From an optimization exercise on the open Yosys and OpenROAD flow, aimed at a short achievable clock period and few clock cycles; shortcuts taken in it are not production practice.
At most, simulation tests tie the RTL to the original design; equivalence was not proved.
Power figures rest on the tool's default switching activity, not on a simulated workload.

==> inputs of run A <==
==> flow/design.v (excerpt) <==
module lhce_parse (
    input  wire        clk,
    input  wire        rst,           
    input  wire        start,
    input  wire [3:0]  op,
    input  wire [15:0] src_addr,
    input  wire [15:0] src_len,
    input  wire [31:0] ph_src,
    input  wire [31:0] ph_dst,
    output wire        busy,
    output reg         done,
    output wire        mem_rd,
    output wire [9:0]  mem_addr,
    input  wire [31:0] mem_rdata,
    output reg  [3:0]  err_code,
    output reg  [3:0]  err_sub,
    output reg  [31:0] r_csum,
    output reg  [31:0] r_csum_field,
    output reg  [31:0] r_ip_len,
    output reg  [31:0] r_ip_misc,
    output reg  [31:0] r_ip_src,
    output reg  [31:0] r_ip_dst,
    output reg  [31:0] r_ip_hdr,
    output reg  [31:0] r_ip_chk,
    output reg  [31:0] r_tcp_ports,
    output reg  [31:0] r_tcp_seq,
    output reg  [31:0] r_tcp_ack,
    output reg  [31:0] r_tcp_ctl,
    output reg  [31:0] r_tcp_csum,
    output reg  [31:0] r_tcp_hdr,
    output reg  [31:0] r_pay,
    output reg  [31:0] r_out
);
    localparam [3:0] E_NOT_IPV4  = 4'd1;
    localparam [3:0] E_INV_IP    = 4'd2;
    localparam [3:0] E_INV_TCP   = 4'd3;
    localparam [3:0] E_BAD_RANGE = 4'd6;
    localparam [3:0] E_ILLEGAL   = 4'd7;
    function [16:0] add16;
        input [15:0] a;
        input [15:0] b;
        input        ci;
        reg   [16:0] g, p, gn, pn;
        integer      i, d;
        begin
  ...
make LEC_CHECK=0 ABC_CLOCK_PERIOD_IN_PS=2500 CAP_MARGIN=20 CORE_MARGIN=2 CORE_UTILIZATION=65 PLACE_DENSITY=0.75 SETUP_SLACK_MARGIN=4.5 SLEW_MARGIN=20 TNS_END_PERCENT=100 finish   # period 7.0 ns
run.sh (not shown) runs the stock make flow with config.mk's settings and CLKGATE_MAP_FILE= SYNTH_SCRIPT=/design/flow/synth_recipe.tcl, a recipe that flattens the netlist after the stock synthesis.
==> inputs of run Z, as changes to run A <==
- CORE_UTILIZATION: 65 -> 40
- CTS_CLUSTER_DIAMETER: not set -> 100
- CTS_CLUSTER_SIZE: not set -> 20
- PLACE_DENSITY: 0.75 -> 0.6
==> comparison <==
Between run A and run Z, the lower global-route usage is in run Z (gap 16 points).
Between run Z and run A, the lower sequential share of layout area is in run A (gap 0.96 points).
Between run Z and run A, the lower critical path depth is in run Z (gap 2).
Of run Z and run A, run Z has the higher wire length (gap about 1.5%, measured against run A).
Of run Z and run A, run A has the higher clock-buffer cell count (gap 75).
==> figures <==
item	run A	run Z
Result of the run	finished clean	finished clean
Transition time at the pin with the least slew margin	1.24 ns	1.13 ns
Share of the final layout cell area in multi-input gates	39.3%	40.2%
Share of final-layout standard cells stronger than drive strength 1	26.5%	24.2%
Post-place instance area	88800 um2	90200 um2
Sequential logic power	11.9 mW	11.8 mW
Met1 track demand over resource in global routing	55.3%	37.1%
Tightest hold margin	0.328 ns	0.322 ns
Total clock network power	9.63 mW	6.34 mW
H-tree lvl count	4	3
Number of fill cells	7132	18500
Die Ht	359 um	456 um
Testbench counts of run A, summed over its fixed seeds: cycles 39,859.
Testbench counts of run Z, summed over its fixed seeds: cycles 39,859.

---

==> build 8 <==
Another version of the RTL of lhce_parse (not shown whole).
Settings: LEC_CHECK=0, ABC_CLOCK_PERIOD_IN_PS=2500, CAP_MARGIN=20, CORE_MARGIN=2, CORE_UTILIZATION=40, CTS_CLUSTER_DIAMETER=100, CTS_CLUSTER_SIZE=20, PLACE_DENSITY=0.6, SETUP_SLACK_MARGIN=4.5, SLEW_MARGIN=20, TNS_END_PERCENT=100; clock period 7.0 ns.
==> build 79: changes against build 8 <==
--- a/flow/design.v
+++ b/flow/design.v
@@ -373,28 +373,27 @@
         else if (is_tcpp && n_lt20)                         e1_code <= E_INV_TCP;
         else if (is_frm && n_lt4)                           begin e1_code <= E_NOT_IPV4; e1_sub <= 4'd2; end
         else                                                e1 <= 1'b0;
     end
     function [15:0] calc;
         input [15:0] acc;
-        input        cy;
+        input        c1, c2;
         input        sw;
-        reg   [15:0] t, f;
-        integer      i;
+        reg   [16:0] s;
+        reg   [15:0] f;
         begin
-            t[0] = 1'b1;
-            for (i = 1; i < 16; i = i + 1)
-                t[i] = &(acc | ~((16'd1 << i) - 16'd1));
-            if (!cy)             f = acc;
-            else if (&acc)       f = 16'h0001;
-            else                 f = acc ^ t;
+            s = {1'b0, acc} + {16'd0, c1} + {16'd0, c2};
+            f = s[15:0] + {15'd0, s[16]};
             calc = ~(sw ? {f[7:0], f[15:8]} : f);
         end
     endfunction
-    wire [15:0] calc_ip = calc(acc_ip, ca_ip, rodd);
-    wire [15:0] calc_tc = calc(acc_tc, ca_tc, rodd);
+    reg  [15:0] calc_ip, calc_tc;
+    always @(posedge clk) begin
+        calc_ip <= calc(acc_ip, ca_ip, 1'b0, rodd);
+        calc_tc <= calc(acc_tc, ca_tc, 1'b0, rodd);
+    end
     wire fin_e1 = (cyc == 5'd3) && e1;
     wire fin_hc = (cyc == 5'd10) && is_frm && hc_any;
     wire fin    = fin_e1 | fin_hc | Fv;
     wire tcp_ok = tc_match && !d_doff_bad;
     wire w_csum = Fv && (is_cip | is_ctcp);
     wire w_ip   = Fv && !hc_any && (is_ipp || (is_frm && tcp_ok));
@@ -487,14 +486,14 @@
             ca_ip   <= si_n[16];
             acc_tc  <= st_n[15:0];
             ca_tc   <= st_n[16];
             ip_match <= ip_match_n;
             tc_match <= tc_match_n;
             seen    <= seen | A_last;
-            F2      <= A_last && !seen && A_late;
-            Fv      <= F2 || (A_last && !seen && !A_late);
+            F2      <= A_last && !seen && (A_late || is_cip || is_ctcp || is_ipp);
+            Fv      <= F2 || (A_last && !seen && !(A_late || is_cip || is_ctcp || is_ipp));
         end
     end
     always @(posedge clk) begin
         if (rst) begin
             busy_r       <= 1'b0;
             busy_o       <= 1'b0;
- CORE_UTILIZATION: 40 -> 50
- PLACE_DENSITY: 0.6 -> 0.65
- SETUP_SLACK_MARGIN: 4.5 -> 4.7
==> build 11: changes against build 8 <==
--- a/flow/design.v
+++ b/flow/design.v
@@ -159,24 +159,22 @@
     reg  [16:0] e_tl3;       
     always @(posedge clk)
         e_tl3 <= {1'b0, e_tl} + {15'd0, r} + 17'd3;
     reg [17:0] ipS, ipE, ipK, ipK1;    
     reg [17:0] tS, tE, tK, tK1;        
     reg [17:0] phS, phE;               
-    reg [17:0] kend;                   
-    reg        one_w;                  
+    reg signed [17:0] kend;            
     reg [3:0]  kmin;                   
     reg [11:0] kcs_ip, kcs_tc;         
     reg [17:0] ipKh, ipKl, tKh, tKl;   
     reg [11:0] tq0;                    
     wire [17:0] o_r18 = {16'd0, o_r};
     wire [17:0] o_rn  = o_r18 + {2'b00, src_len};
     wire [17:0] o_ipS = o_frm ? (o_r18 + 18'd4) : o_r18;
     wire [17:0] o_tS  = o_frm ? (o_r18 + 18'd24) : o_r18;
     wire [4:0]  fr_w  = {1'b0, e_ihl_c} + 5'd1;      
-    wire [17:0] c_rn1 = {16'd0, r} + {2'b00, c_n} - 18'd1;
     always @(posedge clk) begin
         if (!busy_r) begin
             ipS    <= o_ipS;
             ipE    <= o_cip ? o_rn : o_ipp ? (o_r18 + 18'd20) : o_frm ? (o_r18 + 18'd24) : 18'd0;
             ipK    <= o_ipS + 18'd10;
             ipK1   <= o_ipS + 18'd11;
@@ -187,37 +185,32 @@
             tS     <= o_tS;
             tE     <= (o_ctcp | o_tcpp) ? o_rn : o_frm ? 18'h3FFFF : 18'd0;
             tK     <= o_tS + 18'd16;
             tK1    <= o_tS + 18'd17;
             phS    <= o_frm ? (o_r18 + 18'd16) : 18'd0;
             phE    <= o_frm ? (o_r18 + 18'd24) : 18'd0;
-            kend   <= 18'h1FFFF;
-            one_w  <= o_cip && ({2'b00, src_len} <= 18'd4 - o_r18);
+            kend   <= (o_ipp | o_frm) ? 18'sh1FFFF : ($signed(o_rn - 18'd1) >>> 2);
             kmin   <= o_cip  ? 4'd0 :
                       o_ctcp ? ((o_r == 2'd3) ? 4'd5 : 4'd4) :
                       o_tcpp ? 4'd0 :
                       o_ipp  ? 4'd4 : 4'd7;
             kcs_ip <= (o_r == 2'd0) ? 12'd2 : 12'd3;
             kcs_tc <= o_frm ? ((o_r == 2'd3) ? 12'd11 : 12'd10) : ((o_r == 2'd3) ? 12'd5 : 12'd4);
             tq0    <= o_frm ? 12'd6 : 12'd0;
-        end else if (is_cip | is_ctcp | is_tcpp) begin
-            kend   <= {c_rn1[17], c_rn1[17], c_rn1[17:2]};
         end else if (is_ipp) begin
             ipE    <= {12'd0, e_ihl_c, r};
             kend   <= {14'd0, e_ihl_c} - ((r == 2'd0) ? 18'd1 : 18'd0);
         end else if (is_frm) begin
             ipE    <= {11'd0, fr_w, r};
             tS     <= {11'd0, fr_w, r};
-            if (cyc >= 5'd7) begin           
-                tE     <= {1'b0, e_tl3} + 18'd1;
-                kend   <= {3'd0, e_tl3[16:2]};
-            end
+            tE     <= {1'b0, e_tl3} + 18'd1;
             tK     <= {11'd0, fr_w + 5'd4, r};
             tK1    <= {11'd0, fr_w + 5'd4, r} + 18'd1;
             tKh    <= {11'd0, fr_w + 5'd4, r} + (rodd ? 18'd1 : 18'd0);
             tKl    <= {11'd0, fr_w + 5'd4, r} + (rodd ? 18'd0 : 18'd1);
+            kend   <= {3'd0, e_tl3[16:2]};
             kcs_tc <= {7'd0, fr_w} + ((r == 2'd3) ? 12'd5 : 12'd4);
             tq0    <= {7'd0, fr_w};
         end
     end
     reg [3:0] m_ip, m_tc, m_ih, m_il;
     integer l;
@@ -229,38 +222,33 @@
             m_tc[l] = ((p >= tS) && (p < tE) && (p != tK) && (p != tK1)) ||
                       ((p >= phS) && (p < phE));
             m_ih[l] = (p == tK);
             m_il[l] = (p == tK1);
         end
     end
-    wire m_last = ((kend[17] || ({6'd0, kn} >= kend)) && (kn >= {8'd0, kmin})) ||
-                  (one_w && (kn == 12'd0));
+    wire m_last = ($signed({6'd0, kn}) >= kend) && (kn >= {8'd0, kmin});
     wire m_late = (is_cip && (kn == kcs_ip)) || ((is_ctcp | is_tcpp | is_frm) && (kn == kcs_tc));
     reg [3:0]  X_ip, X_tc, X_ih, X_il;
     reg        X_last, X_late;
     reg        X_ipk, X_ipk1, X_tk, X_tk1;      
     reg        A_last, A_late;
     reg        seen, F2, Fv;
     reg  [15:0] d_L;
-    reg  [16:0] ps_s, ps_d;      
-    reg  [16:0] pt1, pt2, pt3;
-    reg  [17:0] pt4, pt5;
+    reg  [17:0] pa, pb;
     reg  [18:0] psum;
     reg  [16:0] pf1;
     reg  [15:0] pf;
     always @(posedge clk) begin
-        if (!busy_r) begin
-            ps_s <= {1'b0, ph_src[31:16]} + {1'b0, ph_src[15:0]};
-            ps_d <= {1'b0, ph_dst[31:16]} + {1'b0, ph_dst[15:0]};
+        if (is_frm) begin
+            pa <= 18'd0;
+            pb <= {2'b00, d_L} + 18'd6;
+        end else begin
+            pa <= {2'b00, c_phs[31:16]} + {2'b00, c_phs[15:0]} + {2'b00, c_phd[31:16]};
+            pb <= {2'b00, c_phd[15:0]} + {2'b00, c_n} + 18'd6;
         end
-        pt1  <= is_frm ? 17'd0 : ps_s;
-        pt2  <= is_frm ? 17'd0 : ps_d;
-        pt3  <= {1'b0, is_frm ? d_L : c_n} + 17'd6;
-        pt4  <= {1'b0, pt1} + {1'b0, pt2};
-        pt5  <= {1'b0, pt3};
-        psum <= {1'b0, pt4} + {1'b0, pt5};
+        psum <= {1'b0, pa} + {1'b0, pb};
         pf1  <= {1'b0, psum[15:0]} + {14'd0, psum[18:16]};
         pf   <= pf1[15:0] + {15'd0, pf1[16]};
     end
     wire [7:0] rb0 = mem_rdata[7:0];
     wire [7:0] rb1 = mem_rdata[15:8];
     wire [7:0] rb2 = mem_rdata[23:16];
@@ -274,21 +262,21 @@
     wire [15:0] xi01 = {(X_ip[0] ? rb0 : 8'd0), (X_ip[1] ? rb1 : 8'd0)};
     wire [15:0] xi23 = {(X_ip[2] ? rb2 : 8'd0), (X_ip[3] ? rb3 : 8'd0)};
     wire [15:0] xt01 = {tsel(X_tc[0], X_ih[0], X_il[0], rb0, pf),
                         tsel(X_tc[1], X_ih[1], X_il[1], rb1, pf)};
     wire [15:0] xt23 = {tsel(X_tc[2], X_ih[2], X_il[2], rb2, pf),
                         tsel(X_tc[3], X_ih[3], X_il[3], rb3, pf)};
-    reg  [15:0] xp_ip, xg_ip, xo_ip, xp_tc, xg_tc, xo_tc;
+    reg  [15:0] xa_ip, xb_ip, xa_tc, xb_tc;
     reg [15:0] x_ip, x_tc;         
     reg [15:0] acc_ip, acc_tc;
     reg        ca_ip, ca_tc;
-    wire [15:0] ci_s = acc_ip ^ xp_ip;
-    wire [15:0] ci_c = xg_ip | (acc_ip & xo_ip);
+    wire [15:0] ci_s = acc_ip ^ xa_ip ^ xb_ip;
+    wire [15:0] ci_c = (acc_ip & xa_ip) | (acc_ip & xb_ip) | (xa_ip & xb_ip);
     wire [15:0] ci_r = {ci_c[14:0], ci_c[15]};
-    wire [15:0] ct_s = acc_tc ^ xp_tc;
-    wire [15:0] ct_c = xg_tc | (acc_tc & xo_tc);
+    wire [15:0] ct_s = acc_tc ^ xa_tc ^ xb_tc;
+    wire [15:0] ct_c = (acc_tc & xa_tc) | (acc_tc & xb_tc) | (xa_tc & xb_tc);
     wire [15:0] ct_r = {ct_c[14:0], ct_c[15]};
     wire [16:0] si_n = add16(ci_s, ci_r, ca_ip);
     wire [16:0] st_n = add16(ct_s, ct_r, ca_tc);
     reg [16:0] k0a_ip, k0b_ip, k0a_tc, k0b_tc;
     reg        knz_ip, k1_ip, knz_tc, k1_tc;
     wire [15:0] xip  = x_ip;
@@ -355,46 +343,45 @@
         else if (hc[4]) hc_sub = 4'd4;
         else if (hc[5]) hc_sub = 4'd5;
         else if (hc[6]) hc_sub = 4'd6;
         else if (hc[7]) hc_sub = 4'd7;
         else            begin hc_code = E_INV_TCP; hc_sub = 4'd1; end
     end
-    reg  [16:0] o_sum;           
+    reg         o_bad;           
     reg         n_lt4, n_lt20;
     reg         e1;
     reg [3:0]   e1_code, e1_sub;
     always @(posedge clk) begin
-        o_sum  <= {1'b0, c_a} + {1'b0, c_n};
+        o_bad  <= ({1'b0, c_a} + {1'b0, c_n}) > 17'd4096;
         n_lt4  <= (c_n < 16'd4);
         n_lt20 <= (c_n < 16'd20);
         e1 <= 1'b1; e1_code <= 4'd0; e1_sub <= 4'd1;
         if (!(is_cip | is_ctcp | is_ipp | is_tcpp | is_frm)) e1_code <= E_ILLEGAL;
-        else if (o_sum > 17'd4096)                          e1_code <= E_BAD_RANGE;
+        else if (o_bad)                                     e1_code <= E_BAD_RANGE;
         else if (is_ipp && n_lt20)                          e1_code <= E_INV_IP;
         else if (is_tcpp && n_lt20)                         e1_code <= E_INV_TCP;
         else if (is_frm && n_lt4)                           begin e1_code <= E_NOT_IPV4; e1_sub <= 4'd2; end
         else                                                e1 <= 1'b0;
     end
     function [15:0] calc;
         input [15:0] acc;
-        input        cy;
+        input        c1, c2;
         input        sw;
-        reg   [15:0] t, f;
-        integer      i;
+        reg   [16:0] s;
+        reg   [15:0] f;
         begin
-            t[0] = 1'b1;
-            for (i = 1; i < 16; i = i + 1)
-                t[i] = &(acc | ~((16'd1 << i) - 16'd1));
-            if (!cy)             f = acc;
-            else if (&acc)       f = 16'h0001;
-            else                 f = acc ^ t;
+            s = {1'b0, acc} + {16'd0, c1} + {16'd0, c2};
+            f = s[15:0] + {15'd0, s[16]};
             calc = ~(sw ? {f[7:0], f[15:8]} : f);
         end
     endfunction
-    wire [15:0] calc_ip = calc(acc_ip, ca_ip, rodd);
-    wire [15:0] calc_tc = calc(acc_tc, ca_tc, rodd);
+    reg  [15:0] calc_ip, calc_tc;
+    always @(posedge clk) begin
+        calc_ip <= calc(acc_ip, ca_ip, 1'b0, rodd);
+        calc_tc <= calc(acc_tc, ca_tc, 1'b0, rodd);
+    end
     wire fin_e1 = (cyc == 5'd3) && e1;
     wire fin_hc = (cyc == 5'd10) && is_frm && hc_any;
     wire fin    = fin_e1 | fin_hc | Fv;
     wire tcp_ok = tc_match && !d_doff_bad;
     wire w_csum = Fv && (is_cip | is_ctcp);
     wire w_ip   = Fv && !hc_any && (is_ipp || (is_frm && tcp_ok));
@@ -423,18 +410,16 @@
             X_last  <= 1'b0;
             X_late  <= 1'b0;
             X_ipk   <= 1'b0;
             X_ipk1  <= 1'b0;
             X_tk    <= 1'b0;
             X_tk1   <= 1'b0;
-            xp_ip   <= 16'd0;
-            xg_ip   <= 16'd0;
-            xo_ip   <= 16'd0;
-            xp_tc   <= 16'd0;
-            xg_tc   <= 16'd0;
-            xo_tc   <= 16'd0;
+            xa_ip   <= 16'd0;
+            xb_ip   <= 16'd0;
+            xa_tc   <= 16'd0;
+            xb_tc   <= 16'd0;
             A_last  <= 1'b0;
             A_late  <= 1'b0;
             seen    <= 1'b0;
             F2      <= 1'b0;
             acc_ip  <= 16'd0;
             acc_tc  <= 16'd0;
@@ -472,29 +457,27 @@
             if (tre[4]) tr4 <= mem_rdata;
             if (tre[5]) tr5 <= mem_rdata;
             if (X_ipk)  x_ip[15:8] <= lane(mem_rdata, ipKh[1:0]);
             if (X_ipk1) x_ip[7:0]  <= lane(mem_rdata, ipKl[1:0]);
             if (X_tk)   x_tc[15:8] <= lane(mem_rdata, tKh[1:0]);
             if (X_tk1)  x_tc[7:0]  <= lane(mem_rdata, tKl[1:0]);
-            xp_ip   <= xi01 ^ xi23;
-            xg_ip   <= xi01 & xi23;
-            xo_ip   <= xi01 | xi23;
-            xp_tc   <= xt01 ^ xt23;
-            xg_tc   <= xt01 & xt23;
-            xo_tc   <= xt01 | xt23;
+            xa_ip   <= xi01;
+            xb_ip   <= xi23;
+            xa_tc   <= xt01;
+            xb_tc   <= xt23;
             A_last  <= X_last;
             A_late  <= X_late;
             acc_ip  <= si_n[15:0];
             ca_ip   <= si_n[16];
             acc_tc  <= st_n[15:0];
             ca_tc   <= st_n[16];
             ip_match <= ip_match_n;
             tc_match <= tc_match_n;
             seen    <= seen | A_last;
-            F2      <= A_last && !seen && A_late;
-            Fv      <= F2 || (A_last && !seen && !A_late);
+            F2      <= A_last && !seen && (A_late || is_cip || is_ctcp || is_ipp);
+            Fv      <= F2 || (A_last && !seen && !(A_late || is_cip || is_ctcp || is_ipp));
         end
     end
     always @(posedge clk) begin
         if (rst) begin
             busy_r       <= 1'b0;
             busy_o       <= 1'b0;
- CTS_CLUSTER_DIAMETER: 100 -> default
- CTS_CLUSTER_SIZE: 20 -> default
==> trial 1: changes against build 8 <==
--- a/flow/design.v
+++ b/flow/design.v
@@ -373,28 +373,27 @@
         else if (is_tcpp && n_lt20)                         e1_code <= E_INV_TCP;
         else if (is_frm && n_lt4)                           begin e1_code <= E_NOT_IPV4; e1_sub <= 4'd2; end
         else                                                e1 <= 1'b0;
     end
     function [15:0] calc;
         input [15:0] acc;
-        input        cy;
+        input        c1, c2;
         input        sw;
-        reg   [15:0] t, f;
-        integer      i;
+        reg   [16:0] s;
+        reg   [15:0] f;
         begin
-            t[0] = 1'b1;
-            for (i = 1; i < 16; i = i + 1)
-                t[i] = &(acc | ~((16'd1 << i) - 16'd1));
-            if (!cy)             f = acc;
-            else if (&acc)       f = 16'h0001;
-            else                 f = acc ^ t;
+            s = {1'b0, acc} + {16'd0, c1} + {16'd0, c2};
+            f = s[15:0] + {15'd0, s[16]};
             calc = ~(sw ? {f[7:0], f[15:8]} : f);
         end
     endfunction
-    wire [15:0] calc_ip = calc(acc_ip, ca_ip, rodd);
-    wire [15:0] calc_tc = calc(acc_tc, ca_tc, rodd);
+    reg  [15:0] calc_ip, calc_tc;
+    always @(posedge clk) begin
+        calc_ip <= calc(acc_ip, ca_ip, 1'b0, rodd);
+        calc_tc <= calc(acc_tc, ca_tc, 1'b0, rodd);
+    end
     wire fin_e1 = (cyc == 5'd3) && e1;
     wire fin_hc = (cyc == 5'd10) && is_frm && hc_any;
     wire fin    = fin_e1 | fin_hc | Fv;
     wire tcp_ok = tc_match && !d_doff_bad;
     wire w_csum = Fv && (is_cip | is_ctcp);
     wire w_ip   = Fv && !hc_any && (is_ipp || (is_frm && tcp_ok));
@@ -487,14 +486,14 @@
             ca_ip   <= si_n[16];
             acc_tc  <= st_n[15:0];
             ca_tc   <= st_n[16];
             ip_match <= ip_match_n;
             tc_match <= tc_match_n;
             seen    <= seen | A_last;
-            F2      <= A_last && !seen && A_late;
-            Fv      <= F2 || (A_last && !seen && !A_late);
+            F2      <= A_last && !seen && (A_late || is_cip || is_ctcp || is_ipp);
+            Fv      <= F2 || (A_last && !seen && !(A_late || is_cip || is_ctcp || is_ipp));
         end
     end
     always @(posedge clk) begin
         if (rst) begin
             busy_r       <= 1'b0;
             busy_o       <= 1'b0;
- ABC_CLOCK_PERIOD_IN_PS: 2500 -> 2000
- CORE_UTILIZATION: 40 -> 45
- SETUP_SLACK_MARGIN: 4.5 -> 4.6
==> run notes <==
metric	trial 1	build 8	build 11	build 79
Run status	finished clean	finished clean	finished clean	finished clean
Part of the power in combinational logic	22.2%	20.5%	17.9%	22.4%
Number of antenna violations at the first check in global routing	27	20	21	22
Multi-input gates	5455	5221	5036	5460
Layout Nets	9455	9060	8787	9520
Endpoint of the most critical register-to-register path	kend[9]	acc_tc[12]	pa[13]	kend[11]
Largest fanout of any net on the critical path	3	3	4	3
Post-route cell area	103000 um^2	99200 um^2	100000 um^2	104000 um^2
Inverter count of the layout excluding clock inverters	372	372	288	373
Total length of routed met3 wires	29100 um	26600 um	24600 um	31500 um
Bufs and invs on worst path	2	2	2	1
Part of the Yosys area used for sequential elements	49.5%	49.9%	51.0%	49.5%
Routed wl met2	142000 um	138000 um	133000 um	139000 um
Gpl congestion	0.936	0.940	0.932	0.957
Dominant kind of cell	multi-input combinational cells	sequential cells	sequential cells	multi-input combinational cells
Fraction of area in multi-input gates	40.2%	39.6%	37.6%	40.4%
Post-synth cell types	104	87	100	104
Number of clock buffers inserted by TritonCTS	97	97	179	97
Final min period	2810 ps	2850 ps	3170 ps	2810 ps
Synthesized-area fraction occupied by xor and xnor cells	5.46%	5.29%	5.08%	5.46%
Fraction of synthesized area in multiplexers	3.36%	2.90%	3.17%	3.36%
Average cell area after synthesis	10.2 um^2	10.3 um^2	10.4 um^2	10.2 um^2
Total number of placement rows	156	163	161	148
Testbench counts of build 8, summed over its fixed seeds: cycles 39,733.
Testbench counts of build 79, summed over its fixed seeds: cycles 39,859.
Testbench counts of trial 1, summed over its fixed seeds: cycles 39,859.
Only the layout flow was run in build 11; the RTL was not checked for function there.

-- afterwards: timing with drivers on the ports --
Ports are ideal in the flow. The routed layouts listed here were re-timed in OpenROAD.
Step 1 assumes that a clkbuf_16 drives the clock port and a buf_2 every other input.
Step 2 adds t to the input delays and takes it off the output delays; t is the mean of the earliest and latest rising clock arrival at the registers after step 1. Input paths then give back, and output paths get back, about the clock's delay inside the block.
Three values: no drivers, after step 1, after step 2; two values: the first two.
run	shift t [ns]	setup slack, ns	worst hold slack (ns)	pins driven straight from the clock port
run A	0.912	4.166 / 4.166 / 3.501	0.328 / 0.328 / 0.328	1
run Z	0.865	4.238 / 4.169 / 3.428	0.322 / 0.322 / 0.322	1
build 8	0.864	4.152 / 4.119 / 3.255	0.327 / 0.327 / 0.327	1
build 79	0.846	4.192 / 4.180 / 3.452	0.325 / 0.325 / 0.325	1
build 11	0.904	3.833 / 3.855 / 2.951	0.387 / 0.387 / 0.387	1
trial 1	0.858	4.187 / 4.154 / 3.463	0.331 / 0.331 / 0.331	1
After both steps setup and hold are still met in every run listed. For build 8, which loses most, drivers alone change the setup slack by -0.033 ns; drivers and shift together by -0.897 ns.
